Context: an optimization exercise on an open-source flow, tuned for small area. The choices shown serve that exercise and are no tape-out recipe.
Only simulation tests tie the RTL to the original design; equivalence was not proved.
Power and IR drop assume default switching activity. The flow treats the clock pin as an ideal source, which a real chip does not have.

==> flow/design.v <==
module ble_transport (
    input  wire       clk,
    input  wire       rst,           
    input  wire       cmd_valid,
    input  wire [7:0] cmd_data,
    output wire       cmd_ready,
    output wire       rsp_valid,
    output wire [7:0] rsp_data,
    input  wire       rsp_ready,
    output reg        reqn,
    input  wire       rdyn,
    output wire       xfer_req,
    output wire [7:0] xfer_tx,
    input  wire       xfer_ack,
    input  wire [7:0] xfer_rx,
    output wire       fatal,
    output wire [7:0] fatal_cause
);
    assign fatal       = 1'b0;
    assign fatal_cause = 8'h00;
    localparam [3:0] OP_INIT = 4'h1, OP_SEND = 4'h2, OP_PEEK = 4'h3, OP_GET = 4'h4,
                     OP_TXE  = 4'h5, OP_TXF  = 4'h6, OP_RXE  = 4'h7, OP_RXF = 4'h8,
                     OP_FLUSH = 4'h9, OP_DEBUG = 4'hA;
    localparam [3:0] H_IDLE = 4'd0,    
                     H_ARGI = 4'd1,    
                     H_ARGD = 4'd2,    
                     H_SLEN = 4'd3,    
                     H_SPAY = 4'd4,    
                     H_SZ   = 4'd5,    
                     H_SEND = 4'd6,    
                     H_EVP  = 4'd7,    
                     H_EVG  = 4'd8,    
                     H_RW   = 4'd9,    
                     H_RWD  = 4'd10,   
                     H_RST  = 4'd11,   
                     H_RWT  = 4'd12,   
                     H_RDAT = 4'd13;   
    localparam [2:0] S_IDLE  = 3'd0,
                     S_ENTRY = 3'd1,
                     S_START = 3'd2,
                     S_LD0   = 3'd3,
                     S_XFER  = 3'd4,
                     S_WR    = 3'd5,
                     S_END   = 3'd6,
                     S_REARM = 3'd7;
    reg [1:0] th, tt, rh, rt;        
    reg       tf, rf;                
    reg       mode_edge, rdy_mask, attached, rdy_pend, rdyn_q, init_done;
    reg [2:0] svc_st;
    reg [7:0] xb;                    
    reg [5:0] k;                     
    reg [4:0] e;                     
    reg       rxnz;
    reg [3:0] h_st;
    reg [2:0] db;                    
    reg [4:0] j;                     
    reg [7:0] n;                     
    reg       st;                    
    reg [1:0] rsl;                   
    reg [255:0] txr0, txr1, txr2, rxr0, rxr1, rxr2;
    reg [4:0]   pb;                  
    function [1:0] inc3;             
        input [1:0] a;
        begin
            inc3 = {a[0], ~a[1] & ~a[0]};
        end
    endfunction
    wire [1:0] ttail = tt;
    wire [1:0] rtail = rt;
    wire [7:0] txtap = (th == 2'd0) ? txr0[7:0] : (th == 2'd1) ? txr1[7:0] : txr2[7:0];
    wire [7:0] rxtap = (rsl == 2'd0) ? rxr0[7:0] : (rsl == 2'd1) ? rxr1[7:0] : rxr2[7:0];
    reg       tx_we, rx_we;
    reg [7:0] rx_wd;
    wire [7:0] tx_wd = (h_st == H_SZ) ? 8'h00 : cmd_data;
    always @(posedge clk) begin
        txr0 <= {(tx_we && ttail == 2'd0) ? tx_wd : txr0[7:0], txr0[255:8]};
        txr1 <= {(tx_we && ttail == 2'd1) ? tx_wd : txr1[7:0], txr1[255:8]};
        txr2 <= {(tx_we && ttail == 2'd2) ? tx_wd : txr2[7:0], txr2[255:8]};
        rxr0 <= {(rx_we && rtail == 2'd0) ? rx_wd : rxr0[7:0], rxr0[255:8]};
        rxr1 <= {(rx_we && rtail == 2'd1) ? rx_wd : rxr1[7:0], rxr1[255:8]};
        rxr2 <= {(rx_we && rtail == 2'd2) ? rx_wd : rxr2[7:0], rxr2[255:8]};
        pb   <= pb + 5'd1;
    end
    wire txq_full  = tf;
    wire rxq_full  = rf;
    wire txq_empty = (th == tt) && !tf;
    wire rxq_empty = (rh == rt) && !rf;
    wire img_busy  = (h_st == H_RWD) || (h_st == H_RST) || (h_st == H_RWT) || (h_st == H_RDAT);
    wire svc_idle  = (svc_st == S_IDLE);
    wire svc_start = svc_idle && mode_edge && rdy_pend && attached && !rdy_mask &&
                     !(img_busy && rtail == rsl);
    wire host_go   = svc_idle && !svc_start;
    wire rdyn_fall = rdyn_q && !rdyn;
    wire al_j = (pb == j);
    wire h_in = (h_st == H_IDLE) || (h_st == H_ARGI) || (h_st == H_ARGD) ||
                (h_st == H_SLEN && (!(init_done && !txq_full) || al_j)) ||
                (h_st == H_SPAY && (!st || al_j));
    assign cmd_ready = host_go && h_in;
    wire   cmd_fire  = cmd_valid && cmd_ready;
    assign rsp_valid = host_go && ((h_st == H_RW) || (h_st == H_RWD) ||
                                   (h_st == H_RST) || (h_st == H_RDAT));
    assign rsp_data  = (h_st == H_RDAT) ? xb : {5'd0, db};
    wire   rsp_fire  = rsp_valid && rsp_ready;
    assign xfer_req = (svc_st == S_XFER);
    assign xfer_tx  = xb;
    wire   xfer_fire = xfer_req && xfer_ack;
    wire [5:0] kn    = k + 6'd1;
    wire       al_k  = (pb == kn[4:0]);                      
    wire [4:0] ld5   = (xfer_rx > 8'd31) ? 5'd31 : xfer_rx[4:0];
    wire [4:0] ld5p1 = ld5 + 5'd1;                           
    wire [4:0] e1    = ({1'b0, ld5} + 6'd1 > {1'b0, e}) ? ld5p1 : e;
    wire       k1    = (k == 6'd1);
    wire [7:0] rxv   = k1 ? {3'd0, ld5} : xfer_rx;
    wire       last  = (k != 6'd0) && (k[4:0] == ((svc_st == S_XFER && k1) ? e1 : e));
    wire [7:0] txn   = (kn[5] || txq_empty) ? 8'h00 : txtap;
    always @(*) begin
        rx_we = 1'b0;
        rx_wd = xb;
        tx_we = 1'b0;
        if (k != 6'd0 && al_k &&
            ((svc_st == S_XFER && xfer_fire) || svc_st == S_WR)) begin
            rx_we = 1'b1;
            if (svc_st == S_XFER)
                rx_wd = rxv;
        end
        if (host_go && ((cmd_fire &&
            ((h_st == H_SLEN && init_done && !txq_full && cmd_data <= 8'd31) ||
             (h_st == H_SPAY && st))) || (h_st == H_SZ && al_j)))
            tx_we = 1'b1;
    end
    wire [3:0] in_op  = cmd_data[3:0];
    wire       in_ill = (cmd_data[7:4] != 4'h0) || (in_op == 4'h0) || (in_op > OP_DEBUG);
    always @(posedge clk) begin
        if (rst) begin
            th <= 2'd0; tt <= 2'd0; tf <= 1'b0;
            rh <= 2'd0; rt <= 2'd0; rf <= 1'b0;
            reqn      <= 1'b1;
            rdy_mask  <= 1'b0;
            attached  <= 1'b0;
            rdy_pend  <= 1'b0;
            rdyn_q    <= 1'b1;
            init_done <= 1'b0;
            mode_edge <= 1'b0;
            svc_st    <= S_IDLE;
            h_st      <= H_IDLE;
        end else begin
            rdyn_q <= rdyn;
            if (rdyn_fall && mode_edge)
                rdy_pend <= 1'b1;
            case (svc_st)
                S_IDLE:
                    if (svc_start)
                        svc_st <= S_ENTRY;
                S_ENTRY: begin
                    attached <= 1'b0;
                    if (!(rdyn_fall && mode_edge))
                        rdy_pend <= 1'b0;
                    svc_st <= S_START;
                end
                S_START: begin
                    reqn   <= 1'b0;
                    svc_st <= S_LD0;
                end
                S_LD0: begin
                    k <= 6'd0;
                    if (txq_empty) begin
                        xb     <= 8'h00;
                        e      <= 5'd0;
                        svc_st <= S_XFER;
                    end else if (pb == 5'd0) begin
                        xb     <= txtap;
                        e      <= txtap[4:0];
                        svc_st <= S_XFER;
                    end
                end
                S_XFER:
                    if (xfer_fire) begin
                        if (k1) begin
                            e    <= e1;
                            rxnz <= (xfer_rx != 8'd0);
                        end
                        if (!al_k) begin
                            xb     <= rxv;
                            svc_st <= S_WR;
                        end else if (last) begin
                            svc_st <= S_END;
                        end else begin
                            xb <= txn;
                            k  <= kn;
                        end
                    end
                S_WR:
                    if (al_k) begin
                        if (last) begin
                            svc_st <= S_END;
                        end else begin
                            xb     <= txn;
                            k      <= kn;
                            svc_st <= S_XFER;
                        end
                    end
                S_END: begin
                    reqn <= 1'b1;
                    if (!txq_empty) begin
                        th <= inc3(th);
                        tf <= 1'b0;
                    end
                    if (rxnz) begin
                        rt <= inc3(rt);
                        rf <= (inc3(rt) == rh);
                        if (mode_edge && inc3(rt) == rh)
                            rdy_mask <= 1'b1;
                    end
                    svc_st <= S_REARM;
                end
                default: begin           
                    if (!txq_empty)
                        reqn <= 1'b0;
                    if (mode_edge)
                        attached <= 1'b1;
                    svc_st <= S_IDLE;
                end
            endcase
            if (host_go) begin
                case (h_st)
                    H_IDLE:
                        if (cmd_fire) begin
                            h_st <= H_RW;
                            if (in_ill)
                                db <= 3'd2;
                            else if (in_op == OP_INIT)
                                h_st <= H_ARGI;
                            else if (in_op == OP_DEBUG)
                                h_st <= H_ARGD;
                            else if (in_op == OP_SEND) begin
                                j    <= 5'd0;
                                h_st <= H_SLEN;
                            end else if (!init_done)
                                db <= 3'd4;
                            else begin
                                case (in_op)
                                    OP_PEEK, OP_GET: begin
                                        if (!mode_edge && !rxq_full) begin
                                            if (rdyn) begin
                                                if (!txq_empty)
                                                    reqn <= 1'b0;
                                            end else begin
                                                svc_st <= S_START;
                                            end
                                        end
                                        h_st <= (in_op == OP_GET) ? H_EVG : H_EVP;
                                    end
                                    OP_TXE: db <= {2'd0, txq_empty};
                                    OP_TXF: db <= {2'd0, txq_full};
                                    OP_RXE: db <= {2'd0, rxq_empty};
                                    OP_RXF: db <= {2'd0, rxq_full};
                                    default: begin       
                                        th <= tt; tf <= 1'b0;
                                        rh <= rt; rf <= 1'b0;
                                        db <= 3'd1;
                                    end
                                endcase
                            end
                        end
                    H_ARGI:
                        if (cmd_fire) begin
                            h_st <= H_RW;
                            if (cmd_data[7:1] != 7'd0) begin
                                db <= 3'd2;
                            end else begin
                                mode_edge <= cmd_data[0];
                                th        <= tt;
                                tf        <= 1'b0;
                                rh        <= rt;
                                rf        <= 1'b0;
                                reqn      <= 1'b1;
                                rdy_mask  <= 1'b0;
                                rdy_pend  <= 1'b0;
                                attached  <= cmd_data[0];
                                init_done <= 1'b1;
                                db        <= 3'd1;
                            end
                        end
                    H_ARGD:
                        if (cmd_fire) begin
                            h_st <= H_RW;
                            db   <= (cmd_data[7:1] != 7'd0) ? 3'd2 : 3'd1;
                        end
                    H_SLEN:
                        if (cmd_fire) begin
                            n    <= cmd_data;
                            j    <= 5'd1;
                            st   <= init_done && !txq_full && cmd_data <= 8'd31;
                            h_st <= (cmd_data != 8'd0) ? H_SPAY :
                                    (init_done && !txq_full) ? H_SZ : H_SEND;
                        end
                    H_SPAY:
                        if (cmd_fire) begin
                            n <= n - 8'd1;
                            j <= j + 5'd1;
                            if (n == 8'd1)
                                h_st <= (st && j != 5'd31) ? H_SZ : H_SEND;
                        end
                    H_SZ:
                        if (al_j) begin
                            j <= j + 5'd1;
                            if (j == 5'd31)
                                h_st <= H_SEND;
                        end
                    H_SEND: begin
                        h_st <= H_RW;
                        if (!init_done) begin
                            db <= 3'd4;
                        end else if (st) begin
                            tt   <= inc3(tt);
                            tf   <= (inc3(tt) == th);
                            reqn <= 1'b0;
                            db   <= 3'd1;
                        end else begin
                            db <= 3'd0;
                        end
                    end
                    H_EVP, H_EVG: begin
                        if (rxq_empty) begin
                            db   <= 3'd0;
                            h_st <= H_RW;
                        end else begin
                            db   <= 3'd1;
                            rsl  <= rh;
                            h_st <= H_RWD;
                            if (h_st == H_EVG) begin
                                rh <= inc3(rh);
                                rf <= 1'b0;
                                if (rxq_full && mode_edge)
                                    rdy_mask <= 1'b0;
                            end
                        end
                    end
                    H_RW:
                        if (rsp_fire)
                            h_st <= H_IDLE;
                    H_RWD:
                        if (rsp_fire) begin
                            db   <= 3'd0;
                            h_st <= H_RST;
                        end
                    H_RST:
                        if (rsp_fire) begin
                            j    <= 5'd2;            
                            h_st <= H_RWT;
                        end
                    H_RWT:
                        if (al_j) begin
                            xb   <= rxtap;
                            j    <= j + 5'd1;
                            h_st <= H_RDAT;
                        end
                    H_RDAT:
                        if (rsp_fire) begin
                            if (j == 5'd2) begin     
                                h_st <= H_IDLE;
                            end else if (al_j) begin
                                xb <= rxtap;
                                j  <= j + 5'd1;
                            end else begin
                                h_st <= H_RWT;
                            end
                        end
                    default: h_st <= H_IDLE;
                endcase
            end
            if (svc_start && h_st == H_RDAT) begin
                h_st <= H_RWT;
                j    <= j - 5'd1;
            end
        end
    end
endmodule
==> flow/flow/run.sh <==
#!/bin/bash
# The standard layout (standard.sh), with these changes:
#  - synthesis is the standard flow's own script (synth_recipe.tcl) with one difference:
#    ABC maps the logic with its default area-oriented liberty script and no
#    delay target (ORFS passes -D 10.0, which ABC reads as 10 ps, with a speed
#    script).  Registers are mapped before ABC, so they are the same, with the
#    same names and cells, as the standard synthesis's;
#  - clock tree synthesis adds no dummy loads and uses sink clusters of up to
#    36 flip-flops within 60 um (fewer leaf buffers, clock-pin slew ~122 ps);
#  - port buffers are buf_1 (every input and output still gets one);
#  - core utilisation comes from config.mk.
# Each step's output goes to its own log here; ORFS's logs are under orfs/logs.
set -euo pipefail
export CTS_ARGS="-sink_clustering_enable -repair_clock_nets -dont_use_dummy_load -sink_clustering_size 36 -sink_clustering_max_diameter 60"
export BUFFER_PORTS_ARGS="-buffer_cell sky130_fd_sc_hd__buf_1"

# area_synth.tcl: synth_recipe.tcl preceded by a wrapper for ABC
{
  cat flow/abc_area.tcl
  cat synth_recipe.tcl
} > area_synth.tcl
sed "s#SYNTH_SCRIPT=[^ ]*#SYNTH_SCRIPT=$PWD/area_synth.tcl#" standard.sh > area_synth_step.sh
grep -q "SYNTH_SCRIPT=$PWD/area_synth.tcl" area_synth_step.sh

bash area_synth_step.sh synth > synth_flow.log 2>&1
bash standard.sh > standard_flow.log 2>&1
==> flow/flow/abc_area.tcl <==
# Area-oriented technology mapping: drop the ABC script, delay target and
# constraint file that ORFS's synthesis passes, so ABC runs its default
# liberty mapping.  Sourced ahead of synth_recipe.tcl.
proc abc {args} {
  set kept {}
  set skip 0
  foreach a $args {
    if {$skip} { set skip 0; continue }
    if {$a in {-script -D -constr}} { set skip 1; continue }
    lappend kept $a
  }
  yosys abc {*}$kept
}
==> flow/standard.sh <==
#!/bin/bash
# synth_recipe.tcl (not shown) runs the flow's synth.tcl, then flattens the netlist and writes it again
# the make line also repeats each setting of config.mk as NAME=value (left out here)
make -C /OpenROAD-flow-scripts/flow DESIGN_CONFIG=/design/flow/config.mk WORK_HOME=/design/flow/orfs CLKGATE_MAP_FILE= SYNTH_SCRIPT=/design/flow/synth_recipe.tcl "${@:-finish}"
==> flow/config.mk <==
export PLATFORM = sky130hd
export DESIGN_NAME = ble_transport
export DESIGN_NICKNAME = ble_transport
export VERILOG_FILES = /design/flow/design.v
export SDC_FILE = /design/flow/constraint.sdc
export NUM_CORES = 4
export LEC_CHECK = 0
export CAP_MARGIN = 20
export CORE_MARGIN = 2
export CORE_UTILIZATION = 60
export SLEW_MARGIN = 20
==> flow/constraint.sdc <==
create_clock -name core_clock -period 10.0 [get_ports {clk}]
set_input_delay 2.0000 -clock core_clock [delete_from_list [all_inputs] [get_ports {clk}]]
set_output_delay 2.0000 -clock core_clock [all_outputs]
set_load 0.01 [all_outputs]
==> key figures, run 1 <==
Critical path
  • Launch point of the worst reg-to-reg path: e[2]
  • Arrival time at the worst endpoint: 7.41 ns
  • CP cell instances: buf_1, or3_1, nor2_1, clkinv_1, ha_1, nor3b_1, xnor2_1, ha_1, a21o_1, o22ai_1, a21oi_1, o311a_1, a2111o_1, nor3_1, nand2_1, o221a_1, o22ai_1, o22ai_1
  • Peak per-stage delay on the critical path: 0.82 ns
  • Startpoint kind of the worst setup timing path: primary input
  • Minimum setup slack among reg-to-reg paths: 5.46 ns
  • CP Class: in -> reg
  • R2R Path End: xb[2]
  • Slowest-stage cell, CP: sky130_fd_sc_hd__o22ai_1
  • Worst R2R Path Depth: 13
  • Type of element capturing the critical path: register
  • Crit path max fanout: 11
  • Data required time of the critical path: 10.31 ns
  • Cell mode on critical path: sky130_fd_sc_hd__o22ai_1

Min path
  • Number of instances on the worst hold path: 0
  • Launch instance of the worst min-delay path: rxr1[248]
  • Hold worst-path end: rxr1[240]
  • Path class of the lowest-slack min-delay path: reg -> reg

Timing
  • Final Max Slew Viols: 0
  • Highest Clock Rate: 0.141 GHz
  • Unrepaired setup endpoints after global routing: false
  • Relative slew margins: 0.275
  • Worst Hold Slack: 0.269 ns
  • Least-Margin Pin Slew: 1.09 ns
  • Period utilisation layout: 0.710
  • Shortest period the worst path allows: 7.10 ns
  • Worst clock skew: 0.0984 ns
  • Sum of negative setup slack: 0 ns
  • Final hold viol count: 0
  • Endpoints failing setup: 0

Synthesis
  • Seq cells post-synth: 1604
  • Sequential element share of the synthesized area: 0.878
  • Most numerous cell types in the synthesized netlist: sky130_fd_sc_hd__dfxtp_1, sky130_fd_sc_hd__nor2_1, sky130_fd_sc_hd__nand2_1
  • Total of warnings raised by yosys: 1
  • Fraction of registers with async set or reset after synthesis: 0
  • Synth area leaders: sky130_fd_sc_hd__dfxtp_1, sky130_fd_sc_hd__edfxtp_1, sky130_fd_sc_hd__nor2_1, sky130_fd_sc_hd__nand2_1, sky130_fd_sc_hd__o21ai_0
  • Dominant synthesized flop cell: sky130_fd_sc_hd__dfxtp_1
  • Count of flip-flops with a built-in enable after synthesis: 39
  • Average cell area after synthesis: 15.3 sq um
  • Most frequently used cell type in the post-synthesis netlist: sky130_fd_sc_hd__dfxtp_1
  • Top-area cell type share of the netlist area: 0.846
  • Yosys cell types: 58
  • Netlist area before placement: 37000 sq um
  • Cell accounting for the most synthesized area: sky130_fd_sc_hd__dfxtp_1
  • Gate count of the mapped netlist: 2420

Floorplan
  • Initial cell density of the core: 0.603
  • Die area: 63700 sq um
  • Top-level I/O count: 51
  • Die Y-Extent: 252 microns
  • Std cell rows: 91
  • Placeable core region: 61400 sq um
  • Horizontal die dimension: 252 microns

Power and ir drop
  • Ratio of total power to cell area: 243 nW/um^2
  • Worst IR Drop VDD: 284 uV
  • Tot Pwr: 9.64 mW
  • Leakage power figure: 15.3 nW

Final layout
  • Final Instance Count excl. Fillers: 3318
  • Filler cell count in the final layout: 4284
  • Share of layout cells above drive strength 1: 0.0285
  • Register cell area after layout: 32500 sq um
  • Utilization of the core after routing: 0.646
  • Count of nets after finishing: 2569
  • Area occupied by multi-input gates: 4400 sq um
  • Area growth from synthesis to layout: 7.12%
  • Number of antenna diodes: 0

CTS
  • Clock tree root buffer cell: sky130_fd_sc_hd__clkbuf_16
  • Clock sink count: 1604
  • Buffer levels on the longest clock path: 3
  • Gates resized, CTS repair: 0
  • H-tree levels: 2
  • Total CTS buffers: 57
  • Clock tree from TritonCTS: built
  • Clk pin slew, worst setup/hold paths: 0.12 ns
  • Insertion delay to the later sink of the worst-skew pair: 0.67 ns
  • Setup fix buffers added after clock tree synthesis: 0
  • Number of buffers inserted for hold repair after clock tree synthesis: 0

Placement
  • Count of buffers inserted at the top-level ports: 41
  • Detailed Place HPWL: 39200 microns
  • Routability congestion estimate from global placement: 0.905
  • Cell count after placement: 3260

Route
  • Final wirelength: 61300 microns
  • Via count: 16.5k
  • Drt first-iter violations: 1269
  • Ratio of routed vias to standard cells: 4.97
  • WL per Instance: 18.5 microns
  • Number of iterations in the first detailed-routing pass: 5
  • Remaining antenna violation count after routing: 0
  • DRC Markers: 0

Global route
  • Met3 Resource Use GR: 0.0335
  • Maximum number of pins on one net before global-route repair: 37
  • Number of antenna violations at the first check in global routing: 1
  • Global-route met2 utilization: 0.299
  • First-pass GRT wire length: 94700 microns
  • Global route hottest layer: met2
  • Met1 Track Usage GR: 0.284
  • Total congestion overflow: 0
  • Total global routing track utilization: 0.195
  • Vias in the first global route: 16.4k

Flow run
  • Maximum Capacitance Violations: 0

Status
  • Status: timing/DRC/antenna clean
-- cell usage in the layout, fill, tap and decap left out, types with 4 or more instances in the layout --
| master | synthesis | final |
|---|---|---|
| sky130_fd_sc_hd__a211oi_1 | 9 | 8 |
| sky130_fd_sc_hd__a21o_1 | 5 | 5 |
| sky130_fd_sc_hd__a21oi_1 | 58 | 58 |
| sky130_fd_sc_hd__a221oi_1 | 8 | 8 |
| sky130_fd_sc_hd__a22oi_1 | 4 | 4 |
| sky130_fd_sc_hd__a311oi_1 | 6 | 6 |
| sky130_fd_sc_hd__a31oi_1 | 15 | 15 |
| sky130_fd_sc_hd__and3_1 | 10 | 10 |
| sky130_fd_sc_hd__buf_1 | 0 | 41 |
| sky130_fd_sc_hd__buf_4 | 9 | 11 |
| sky130_fd_sc_hd__clkbuf_16 | 0 | 57 |
| sky130_fd_sc_hd__clkinv_1 | 25 | 25 |
| sky130_fd_sc_hd__conb_1 | 1 | 9 |
| sky130_fd_sc_hd__dfxtp_1 | 1565 | 1565 |
| sky130_fd_sc_hd__edfxtp_1 | 39 | 39 |
| sky130_fd_sc_hd__ha_1 | 17 | 17 |
| sky130_fd_sc_hd__mux2i_1 | 4 | 4 |
| sky130_fd_sc_hd__nand2_1 | 135 | 135 |
| sky130_fd_sc_hd__nand2b_1 | 18 | 18 |
| sky130_fd_sc_hd__nand3_1 | 24 | 24 |
| sky130_fd_sc_hd__nand3b_1 | 8 | 8 |
| sky130_fd_sc_hd__nand4b_1 | 4 | 4 |
| sky130_fd_sc_hd__nor2_1 | 145 | 145 |
| sky130_fd_sc_hd__nor2b_1 | 8 | 8 |
| sky130_fd_sc_hd__nor3_1 | 56 | 56 |
| sky130_fd_sc_hd__nor4_1 | 9 | 8 |
| sky130_fd_sc_hd__o211ai_1 | 4 | 4 |
| sky130_fd_sc_hd__o21a_1 | 4 | 4 |
| sky130_fd_sc_hd__o21ai_0 | 81 | 81 |
| sky130_fd_sc_hd__o221ai_1 | 13 | 13 |
| sky130_fd_sc_hd__o22ai_1 | 35 | 35 |
| sky130_fd_sc_hd__o2bb2ai_1 | 5 | 5 |
| sky130_fd_sc_hd__o31ai_1 | 5 | 5 |
| sky130_fd_sc_hd__or2_0 | 7 | 7 |
| sky130_fd_sc_hd__or3_1 | 11 | 11 |
| sky130_fd_sc_hd__xnor2_1 | 20 | 20 |
| sky130_fd_sc_hd__xor2_1 | 14 | 14 |
-- area by class of cell --
cell class	instances	area share
flip-flops and latches	1604	0.820
inverters	25	0.00237
clock buffers	57	0.0360
multi-input cells	790	0.111
well taps	790	0.0249
repair buffers	52	0.00596
-- logic make-up after synthesis --
family,Yosys count,synth area share
DFF,1604,0.878
and+or+nand+nor,452,0.0559
AOI/OAI and AO/OA,273,0.0463
xor gates and xnor gates,34,0.00805
buffers and inverters,34,0.00436
adders and majority gates,17,0.00575
muxes,5,0.00139
other,1,0.000101
-- report_power, final --
group / switching, mW / internal (mW)
Combinational: 0.251 / 0.119
Clock: 1.69 / 1.03
Sequential: 0.0672 / 6.49
Total: 2.01 / 7.64
-- metal layers --
metal / up-vias / part of all wire
li1: 8153 / -
met1: 7896 / 0.49
met2: 337 / 0.44
met3: 108 / 0.049
met4: 2 / 0.027
met5: - / 0.00015
-- flip-flops by register name, summed over array words and instances (netlist names), 6 cells and up --
| register | count |
|---|---|
| k | 6 |
| txr1 | 256 |
| txr2 | 256 |
| rxr1 | 256 |
| rxr2 | 256 |
| xb | 8 |
| n | 8 |
| txr0 | 256 |
| rxr0 | 256 |
-- worst max-delay path: cells and delay by family --
kind / cells / cell delay [ns]
adder cells (fa/ha/maj): 2 / 0.58
AND/OR/NAND/NOR: 5 / 1.68
AO/OA/AOI/OAI: 8 / 2.44
XOR/XNOR: 1 / 0.40
buffers and inverters: 2 / 0.29
-- stage by stage --
step                      area [sq um]  setup WS, ns
after floorplan                  37000          3.66
after global routing             39600          2.48
after global placement           38200          2.42
final                            39600          2.90
after detailed placement         38200          2.30
after CTS                        39600          2.91
-- how the worst max path moves through the flow --
stage / slack (ns) / start / to
floorplan: 3.66 / xfer_rx[7] / xb[0]
global placement: 2.42 / xfer_rx[7] / xb[0]
detailed placement: 2.30 / xfer_rx[7] / xb[0]
CTS: 2.91 / xfer_rx[7] / xb[0]
global route: 2.48 / xfer_rx[7] / xb[0]
finish: 2.90 / xfer_rx[7] / xb[2]
==> run 2: changes to the inputs <==
--- a/flow/design.v
+++ b/flow/design.v
@@ -45,4 +45,3 @@
                      S_REARM = 3'd7;
-    reg [1:0] th, tt, rh, rt;        
-    reg       tf, rf;                
+    reg [1:0] th, tc, rh, rc;        
     reg       mode_edge, rdy_mask, attached, rdy_pend, rdyn_q, init_done;
@@ -61,10 +60,12 @@
     reg [4:0]   pb;                  
-    function [1:0] inc3;             
-        input [1:0] a;
+    function [1:0] add3;             
+        input [1:0] a, b;
+        reg   [2:0] s;
         begin
-            inc3 = {a[0], ~a[1] & ~a[0]};
+            s = a + b;
+            add3 = (s >= 3'd6) ? s - 3'd6 : (s >= 3'd3) ? s - 3'd3 : s[1:0];
         end
     endfunction
-    wire [1:0] ttail = tt;
-    wire [1:0] rtail = rt;
+    wire [1:0] ttail = add3(th, tc);
+    wire [1:0] rtail = add3(rh, rc);
     wire [7:0] txtap = (th == 2'd0) ? txr0[7:0] : (th == 2'd1) ? txr1[7:0] : txr2[7:0];
@@ -83,6 +84,6 @@
     end
-    wire txq_full  = tf;
-    wire rxq_full  = rf;
-    wire txq_empty = (th == tt) && !tf;
-    wire rxq_empty = (rh == rt) && !rf;
+    wire txq_empty = (tc == 2'd0);
+    wire txq_full  = (tc == 2'd3);
+    wire rxq_empty = (rc == 2'd0);
+    wire rxq_full  = (rc == 2'd3);
     wire img_busy  = (h_st == H_RWD) || (h_st == H_RST) || (h_st == H_RWT) || (h_st == H_RDAT);
@@ -134,4 +135,3 @@
         if (rst) begin
-            th <= 2'd0; tt <= 2'd0; tf <= 1'b0;
-            rh <= 2'd0; rt <= 2'd0; rf <= 1'b0;
+            th <= 2'd0; tc <= 2'd0; rh <= 2'd0; rc <= 2'd0;
             reqn      <= 1'b1;
@@ -204,9 +204,8 @@
                     if (!txq_empty) begin
-                        th <= inc3(th);
-                        tf <= 1'b0;
+                        th <= add3(th, 2'd1);
+                        tc <= tc - 2'd1;
                     end
                     if (rxnz) begin
-                        rt <= inc3(rt);
-                        rf <= (inc3(rt) == rh);
-                        if (mode_edge && inc3(rt) == rh)
+                        rc <= rc + 2'd1;
+                        if (mode_edge && rc == 2'd2)
                             rdy_mask <= 1'b1;
@@ -257,4 +256,4 @@
                                     default: begin       
-                                        th <= tt; tf <= 1'b0;
-                                        rh <= rt; rf <= 1'b0;
+                                        tc <= 2'd0;
+                                        rc <= 2'd0;
                                         db <= 3'd1;
@@ -271,6 +270,4 @@
                                 mode_edge <= cmd_data[0];
-                                th        <= tt;
-                                tf        <= 1'b0;
-                                rh        <= rt;
-                                rf        <= 1'b0;
+                                tc        <= 2'd0;
+                                rc        <= 2'd0;
                                 reqn      <= 1'b1;
@@ -314,4 +311,3 @@
                         end else if (st) begin
-                            tt   <= inc3(tt);
-                            tf   <= (inc3(tt) == th);
+                            tc   <= tc + 2'd1;
                             reqn <= 1'b0;
@@ -331,4 +327,4 @@
                             if (h_st == H_EVG) begin
-                                rh <= inc3(rh);
-                                rf <= 1'b0;
+                                rh <= add3(rh, 2'd1);
+                                rc <= rc - 2'd1;
                                 if (rxq_full && mode_edge)
--- a/flow/flow/run.sh
+++ b/flow/flow/run.sh
@@ -8,3 +8,3 @@
 #  - clock tree synthesis adds no dummy loads and uses sink clusters of up to
-#    36 flip-flops within 60 um (fewer leaf buffers, clock-pin slew ~122 ps);
+#    34 flip-flops within 60 um (fewer leaf buffers, clock-pin slew ~115 ps);
 #  - port buffers are buf_1 (every input and output still gets one);
@@ -13,3 +13,3 @@
 set -euo pipefail
-export CTS_ARGS="-sink_clustering_enable -repair_clock_nets -dont_use_dummy_load -sink_clustering_size 36 -sink_clustering_max_diameter 60"
+export CTS_ARGS="-sink_clustering_enable -repair_clock_nets -dont_use_dummy_load -sink_clustering_size 34 -sink_clustering_max_diameter 60"
 export BUFFER_PORTS_ARGS="-buffer_cell sky130_fd_sc_hd__buf_1"
==> run 2 against run 1 <==
  * Clock power increased by 3%
  * Clock skew increased by 0.012 ns
  * Sequential share of layout area decreased by 1.2 points
  * Non-clock buffer count increased by 1
  * Global-route usage decreased by 0.093 points
==> key figures, run 2 <==
Synthesis
  • Most numerous cell types in the synthesized netlist: sky130_fd_sc_hd__dfxtp_1, sky130_fd_sc_hd__nand2_1, sky130_fd_sc_hd__nor2_1
  • Average cell area after synthesis: 15.3 sq um
  • Gate count of the mapped netlist: 2438
  • Seq cells post-synth: 1602
  • Netlist area before placement: 37400 sq um
  • Count of flip-flops with a built-in enable after synthesis: 39
  • Most frequently used cell type in the post-synthesis netlist: sky130_fd_sc_hd__dfxtp_1
  • Total of warnings raised by yosys: 1
  • Sequential element share of the synthesized area: 0.868
  • Yosys cell types: 63
  • Fraction of registers with async set or reset after synthesis: 0
  • Cell accounting for the most synthesized area: sky130_fd_sc_hd__dfxtp_1
  • Synth area leaders: sky130_fd_sc_hd__dfxtp_1, sky130_fd_sc_hd__edfxtp_1, sky130_fd_sc_hd__nand2_1, sky130_fd_sc_hd__ha_1, sky130_fd_sc_hd__nor2_1
  • Top-area cell type share of the netlist area: 0.836
  • Dominant synthesized flop cell: sky130_fd_sc_hd__dfxtp_1

Timing
  • Period utilisation layout: 0.661
  • Minimum setup slack in the final design: 3.39 ns
  • Sum of negative setup slack: 0 ns
  • Highest Clock Rate: 0.151 GHz
  • Least-Margin Pin Slew: 1.13 ns
  • Relative slew margins: 0.237
  • Unrepaired setup endpoints after global routing: false
  • Final hold viol count: 0
  • Endpoints failing setup: 0
  • Shortest period the worst path allows: 6.61 ns
  • Worst clock skew: 0.111 ns
  • Final Max Slew Viols: 0

Critical path
  • Minimum setup slack among reg-to-reg paths: 5.00 ns
  • CP Class: reg -> out
  • Worst setup path startpoint: rh[1]
  • Slowest-stage cell, CP: sky130_fd_sc_hd__fa_1
  • CP cell instances: clkinv_1, fa_1, clkinv_1, ha_1, nand2b_1, o32a_1, a21oi_1, xnor2_1, a31o_1, nand2_1, nor3_1, buf_1
  • Cell mode on critical path: sky130_fd_sc_hd__clkinv_1
  • Worst R2R Path Depth: 14
  • Startpoint kind of the worst setup timing path: register
  • Cell depth of the worst setup path: 12
  • Critical Path Sink: rsp_valid
  • Arrival time at the worst endpoint: 4.61 ns
  • Data required time of the critical path: 8.00 ns
  • Combined buffer and inverter count along the critical path: 3
  • Peak per-stage delay on the critical path: 0.66 ns
  • Type of element capturing the critical path: output pin
  • R2R Path End: xb[3]
  • Launch point of the worst reg-to-reg path: rh[1]
  • Crit path max fanout: 13
  • Family with the most delay on the worst path: compound AO/OA/AOI/OAI gates

Floorplan
  • Std cell rows: 91
  • Top-level I/O count: 51
  • Horizontal die dimension: 254 microns
  • Initial cell density of the core: 0.606
  • Die area: 64400 sq um
  • Placeable core region: 61700 sq um
  • Die Y-Extent: 254 microns

Final layout
  • Area growth from synthesis to layout: 7.38%
  • Utilization of the core after routing: 0.651
  • Commonest cells after routing, fill and taps aside: sky130_fd_sc_hd__dfxtp_1, sky130_fd_sc_hd__nand2_1, sky130_fd_sc_hd__nor2_1, sky130_fd_sc_hd__o21ai_0, sky130_fd_sc_hd__clkbuf_16
  • Share of layout cells above drive strength 1: 0.0286
  • Count of nets after finishing: 2616
  • Number of antenna diodes: 0
  • Most common library cell in the layout ignoring fill and taps: sky130_fd_sc_hd__dfxtp_1

Global route
  • Total congestion overflow: 0
  • Maximum number of pins on one net before global-route repair: 35
  • Number of antenna violations at the first check in global routing: 3
  • Total global routing track utilization: 0.194
  • First-pass GRT wire length: 95300 microns
  • Vias in the first global route: 16.6k

Power and ir drop
  • Worst IR Drop VDD: 229 uV
  • Leakage power figure: 15.5 nW
  • Ratio of total power to cell area: 240 nW/um^2
  • Tot Pwr: 9.65 mW

Route
  • Final wirelength: 62200 microns
  • DRC Markers: 0
  • WL per Instance: 18.4 microns
  • Remaining antenna violation count after routing: 0
  • Via count: 16.4k
  • Number of iterations in the first detailed-routing pass: 5
  • Drt first-iter violations: 1081
  • Ratio of routed vias to standard cells: 4.83

CTS
  • Clk pin slew, worst setup/hold paths: 0.11 ns
  • Setup fix buffers added after clock tree synthesis: 0
  • Clock tree root buffer cell: sky130_fd_sc_hd__clkbuf_16
  • Total CTS buffers: 60
  • Number of buffers inserted for hold repair after clock tree synthesis: 0
  • Buffer levels on the longest clock path: 3
  • Gates resized, CTS repair: 0
  • H-tree levels: 2
  • Insertion delay to the later sink of the worst-skew pair: 0.68 ns
  • Clock tree from TritonCTS: built
  • Clock sink count: 1602

Flow run
  • Maximum Capacitance Violations: 0

Placement
  • Worst-case setup slack after placement: 3.06 ns
  • Count of buffers inserted at the top-level ports: 41
  • Routability congestion estimate from global placement: 0.862
  • Detailed Place HPWL: 38500 microns

Status
  • Status: timing/DRC/antenna clean

Min path
  • Path class of the lowest-slack min-delay path: reg -> reg
==> run 2: cell families after synthesis <==
group           count (synthesis)  share of synthesized area
fa+ha+maj                      42                     0.0144
xor+xnor                       31                    0.00726
buf+inv                        61                    0.00702
compound gates                246                     0.0419
simple gates                  413                     0.0496
mux                            42                     0.0121
other cells                     1                   0.000100
flops                        1602                      0.868
==> run 2: area by class of cell <==
| cell class | count | area [sq um] |
|---|---|---|
| clock buffers | 60 | 1500 |
| inverters | 52 | 195 |
| repair buffers | 53 | 244 |
| flip-flops and latches | 1602 | 32500 |
| multi-input cells | 783 | 4730 |
| fillers | 4287 | 21500 |
| well taps | 837 | 1050 |
==> run 2: worst min-delay path by stage <==
stage / to / cells after the start / slack, ns / from
after floorplan: rxr0[0] / 0 / 0.31 / rxr0[8]
after global placement: txr0[158] / 0 / 0.31 / txr0[166]
after detailed placement: rxr0[62] / 0 / 0.31 / rxr0[70]
after CTS: txr0[9] / 0 / 0.27 / txr0[17]
after global routing: rxr2[244] / 0 / 0.26 / rxr2[252]
final: txr0[0] / 0 / 0.27 / txr0[8]
==> run 2: metrics by stage <==
| stage | instances | cell area, sq um | hold WS, ns |
|---|---|---|---|
| 3_5_place_dp | 3327 | 38700 | 0.312 |
| 6_report | 3387 | 40200 | 0.269 |
| 3_3_place_gp | 3326 | 38700 | 0.310 |
| 5_1_grt | 3387 | 40200 | 0.262 |
| 4_1_cts | 3387 | 40200 | 0.267 |
| 2_1_floorplan | 2446 | 37400 | 0.310 |
==> run 2: report_power, final <==
group / leakage (nW) / internal [mW] / switching (mW)
Clock: 0.739 / 1.08 / 1.72
Sequential: 13.0 / 6.48 / 0.0386
Combinational: 1.85 / 0.112 / 0.233
Total: 15.5 / 7.67 / 1.99
==> run 2: worst register-to-register path, cell delays in order, from the launching register on <==
cell	delay, ns
sky130_fd_sc_hd__dfxtp_1	0.42
sky130_fd_sc_hd__clkinv_1	0.19
sky130_fd_sc_hd__fa_1	0.66
sky130_fd_sc_hd__clkinv_1	0.11
sky130_fd_sc_hd__ha_1	0.18
sky130_fd_sc_hd__nand2b_1	0.18
sky130_fd_sc_hd__o32a_1	0.29
sky130_fd_sc_hd__a21oi_1	0.34
sky130_fd_sc_hd__xnor2_1	0.17
sky130_fd_sc_hd__a31o_1	0.44
sky130_fd_sc_hd__and2_0	0.43
sky130_fd_sc_hd__nand2_1	0.40
sky130_fd_sc_hd__nor2_1	0.74
sky130_fd_sc_hd__nand2_1	0.10
sky130_fd_sc_hd__o21ai_0	0.11
==> run 2: routing by layer <==
layer	vias to the layer above	routed length [microns]	track usage
li1	8159	-	-
met1	7824	30000	0.270
met2	275	28200	0.316
met3	111	2360	0.0329
met4	6	1580	0.0568
met5	-	34	0
==> run 3: changes to the inputs <==
==> flow/flow/run.sh (replaced) <==
#!/bin/bash
# The standard layout (standard.sh), with three changes:
#  - clock tree synthesis adds no dummy loads and uses sink clusters of up to
#    30 flip-flops within 60 um (fewer leaf buffers, clock-pin slew ~105 ps);
#  - port buffers are buf_1 (every input and output still gets one);
#  - core utilisation comes from config.mk.
set -euo pipefail
export CTS_ARGS="-sink_clustering_enable -repair_clock_nets -dont_use_dummy_load -sink_clustering_size 30 -sink_clustering_max_diameter 60"
export BUFFER_PORTS_ARGS="-buffer_cell sky130_fd_sc_hd__buf_1"
bash standard.sh > standard_flow.log 2>&1
removed: flow/flow/abc_area.tcl
==> run 3 against run 2 <==
  * Register-to-register slack gained 0.46 ns
  * Clock skew shrank 0.016 ns
  * Core utilization shrank 0.078 points
  * Routed wire length grew 2.3%
  * Sequential share of layout area shrank 1.7 points
  * Highest routed layer is now met4
  * Combinational power grew 6.1%
  * Largest power group unchanged
  * Still clean on timing, DRC and antenna
==> key figures, run 3 <==
Route
  • Via count: 16.9k
  • WL per Instance: 18.5 microns
  • Ratio of routed vias to standard cells: 4.92
  • Remaining antenna violation count after routing: 0
  • Final wirelength: 63600 microns
  • Drt first-iter violations: 1152
  • Number of iterations in the first detailed-routing pass: 5
  • DRC Markers: 0

Final layout
  • Commonest cells after routing, fill and taps aside: sky130_fd_sc_hd__dfxtp_1, sky130_fd_sc_hd__nor2_1, sky130_fd_sc_hd__nand2_1, sky130_fd_sc_hd__a21oi_1, sky130_fd_sc_hd__o21ai_0
  • Number of antenna diodes: 0
  • Most common library cell in the layout ignoring fill and taps: sky130_fd_sc_hd__dfxtp_1
  • Share of layout cells above drive strength 1: 0.0529
  • Area growth from synthesis to layout: 7.29%
  • Count of nets after finishing: 2657

Critical path
  • Startpoint kind of the worst setup timing path: register
  • Worst R2R Path Depth: 13
  • Slowest-stage cell, CP: sky130_fd_sc_hd__fa_1
  • Data required time of the critical path: 8.00 ns
  • Peak per-stage delay on the critical path: 0.58 ns
  • CP cell instances: ha_1, inv_1, fa_1, inv_1, ha_1, or2_2, a32oi_1, xnor2_1, nor4b_4, nor2_2, buf_4, a21oi_1, buf_1
  • Crit path max fanout: 18
  • Type of element capturing the critical path: output pin
  • Arrival time at the worst endpoint: 4.03 ns
  • CP Class: reg -> out

Synthesis
  • Yosys cell types: 87
  • Top-area cell type share of the netlist area: 0.818
  • Fraction of registers with async set or reset after synthesis: 0
  • Total of warnings raised by yosys: 1
  • Count of flip-flops with a built-in enable after synthesis: 39
  • Seq cells post-synth: 1602
  • Multiplexer share of the synthesized area: 0.0177
  • Most numerous cell types in the synthesized netlist: sky130_fd_sc_hd__dfxtp_1, sky130_fd_sc_hd__nor2_1, sky130_fd_sc_hd__nand2_1
  • Netlist area before placement: 38200 sq um
  • Cell accounting for the most synthesized area: sky130_fd_sc_hd__dfxtp_1
  • Combinational family with the most area after synthesis: simple AND/OR/NAND/NOR gates
  • Gate count of the mapped netlist: 2530
  • Xor and xnor fraction of the mapped netlist area: 0.00848
  • Adder-cell share of the synthesized area: 0.0141
  • Most frequently used cell type in the post-synthesis netlist: sky130_fd_sc_hd__dfxtp_1
  • Sequential element share of the synthesized area: 0.849
  • Dominant synthesized flop cell: sky130_fd_sc_hd__dfxtp_1
  • Synth area leaders: sky130_fd_sc_hd__dfxtp_1, sky130_fd_sc_hd__edfxtp_1, sky130_fd_sc_hd__ha_1, sky130_fd_sc_hd__nor2_1, sky130_fd_sc_hd__a21oi_1
  • Simple-gate area share of the yosys netlist: 0.0517
  • Average cell area after synthesis: 15.1 sq um
  • Synthesized-area fraction occupied by ao, oa, aoi and oai cells: 0.0444

CTS
  • Buffer levels on the longest clock path: 3
  • Clk pin slew, worst setup/hold paths: 0.11 ns
  • Clock tree root buffer cell: sky130_fd_sc_hd__clkbuf_16
  • Insertion delay to the later sink of the worst-skew pair: 0.64 ns
  • H-tree levels: 3
  • Total CTS buffers: 71
  • Clock tree from TritonCTS: built
  • Clock sink count: 1602
  • Number of buffers inserted for hold repair after clock tree synthesis: 0
  • Gates resized, CTS repair: 0
  • Setup fix buffers added after clock tree synthesis: 0

Global route
  • First-pass GRT wire length: 99400 microns
  • Vias in the first global route: 16.9k
  • Maximum number of pins on one net before global-route repair: 34
  • Total global routing track utilization: 0.196
  • Total congestion overflow: 0
  • Number of antenna violations at the first check in global routing: 3

Flow run
  • Maximum Capacitance Violations: 0

Timing
  • Relative slew margins: 0.243
  • Least-Margin Pin Slew: 1.12 ns
  • Shortest period the worst path allows: 6.03 ns
  • Unrepaired setup endpoints after global routing: false
  • Final Max Slew Viols: 0
  • Endpoints failing setup: 0
  • Sum of negative setup slack: 0 ns
  • Period utilisation layout: 0.603
  • Worst clock skew: 0.0948 ns
  • Highest Clock Rate: 0.166 GHz
  • Final hold viol count: 0

Power and ir drop
  • Worst IR Drop VDD: 222 uV
  • Tot Pwr: 9.85 mW
  • Ratio of total power to cell area: 240 nW/um^2
  • Leakage power figure: 16.0 nW

Min path
  • Number of instances on the worst hold path: 0
  • Path class of the lowest-slack min-delay path: reg -> reg

Status
  • Status: timing/DRC/antenna clean

Floorplan
  • Placeable core region: 63100 sq um
  • Die Y-Extent: 256 microns
  • Die area: 65800 sq um
  • Top-level I/O count: 51
  • Std cell rows: 92
  • Horizontal die dimension: 256 microns
  • Initial cell density of the core: 0.606

Placement
  • Detailed Place HPWL: 38900 microns
  • Routability congestion estimate from global placement: 0.894
  • Count of buffers inserted at the top-level ports: 41
[run 3: cell type report]
| cell class | count | area (sq um) |
|---|---|---|
| Timing Repair Buffer | 52 | 236 |
| Fill cell | 4348 | 22100 |
| Clock buffer | 71 | 1780 |
| Inverter | 58 | 218 |
| Tap cell | 846 | 1060 |
| Multi-Input combinational cell | 808 | 5270 |
| Sequential cell | 1602 | 32500 |
[run 3: cell families after synthesis]
group                      Yosys count
muxes                               61
and+or+nand+nor                    394
other                                1
adders and majority gates           42
DFF                               1602
buffers and inverters              128
xor gates and xnor gates            37
AOI/OAI and AO/OA                  265
[run 3: power by group]
group | total (mW) | internal, mW | switching, mW
sequential | 6.45 | 6.43 | 0.0191
combinational | 0.366 | 0.110 | 0.256
clock | 3.04 | 1.28 | 1.76
total | 9.85 | 7.82 | 2.03
[run 3: worst paths after layout]
path | from | endpoint | slack (ns)
min reg2reg | txr2[151] | txr2[143] | 0.28
min | txr2[151] | txr2[143] | 0.28
max | rh[0] | cmd_ready | 3.97
max reg2reg | rh[0] | txr0[248] | 5.46
[run 3: worst max-delay path: cells and delay by family, from the launching register on]
kind	cells	cell delay, ns
buf+inv	4	0.60
simple gates	3	0.66
fa+ha+maj	3	1.04
xor+xnor	1	0.16
compound gates	2	0.45
flops	1	0.46
[run 3: per-stage QoR]
| stage | cells | utilization | setup WS (ns) | cell area (sq um) | hold slack, ns |
|---|---|---|---|---|---|
| 2_1_floorplan | 2538 | - | 4.35 | 38300 | 0.310 |
| 3_3_place_gp | 3365 | 0.622 | 3.75 | 39200 | 0.310 |
| 3_5_place_dp | 3365 | 0.622 | 3.64 | 39200 | 0.312 |
| 4_1_cts | 3436 | 0.650 | 3.93 | 41000 | 0.275 |
| 5_1_grt | 3437 | 0.650 | 3.74 | 41000 | 0.274 |
| 6_report | 3437 | 0.650 | 3.97 | 41000 | 0.278 |
[run 3: per-layer routing]
layer  global-route usage  vias up  part of all wire
met4               0.0549        0             0.022
met5                    0        -                 0
met3               0.0255      110             0.041
li1                     -     8325                 -
met2                0.307      343              0.45
met1                0.290     8136              0.49

==> re-timing with driven ports <==
No port has a modelled driver above. Below, the same layouts with a new extraction and two added sets of constraints.
Step 1: set_driving_cell puts a clkbuf_16 on clk and a buf_2 on each other input, an assumption about the parent block.
Step 2 moves the port delays by t, midway between the first and last clock arrival at a register: inputs arrive t later, outputs are due t later. That takes back most of the time a late clock gives input paths.
Three values: ideal, step 1, step 2; two values: the first two.
| run | t, ns | setup WS [ns] | latest minus earliest clock arrival (ns) | slew at the worst register clock pin (ns) | worst data-port slew with drivers (ns) |
|---|---|---|---|---|---|
| run 1 | 0.679 | 2.903 / 2.944 / 2.265 | 0.121 / 0.122 | 0.12 / 0.12 | 0.09 |
| run 2 | 0.679 | 3.386 / 3.327 / 3.041 | 0.111 / 0.111 | 0.12 / 0.12 | 0.10 |
| run 3 | 0.653 | 3.970 / 3.907 / 3.618 | 0.100 / 0.099 | 0.11 / 0.11 | 0.08 |
After both steps setup and hold are still met in every run listed. For run 1, which loses most, drivers alone change the setup slack by +0.041 ns; drivers and shift together by -0.638 ns.
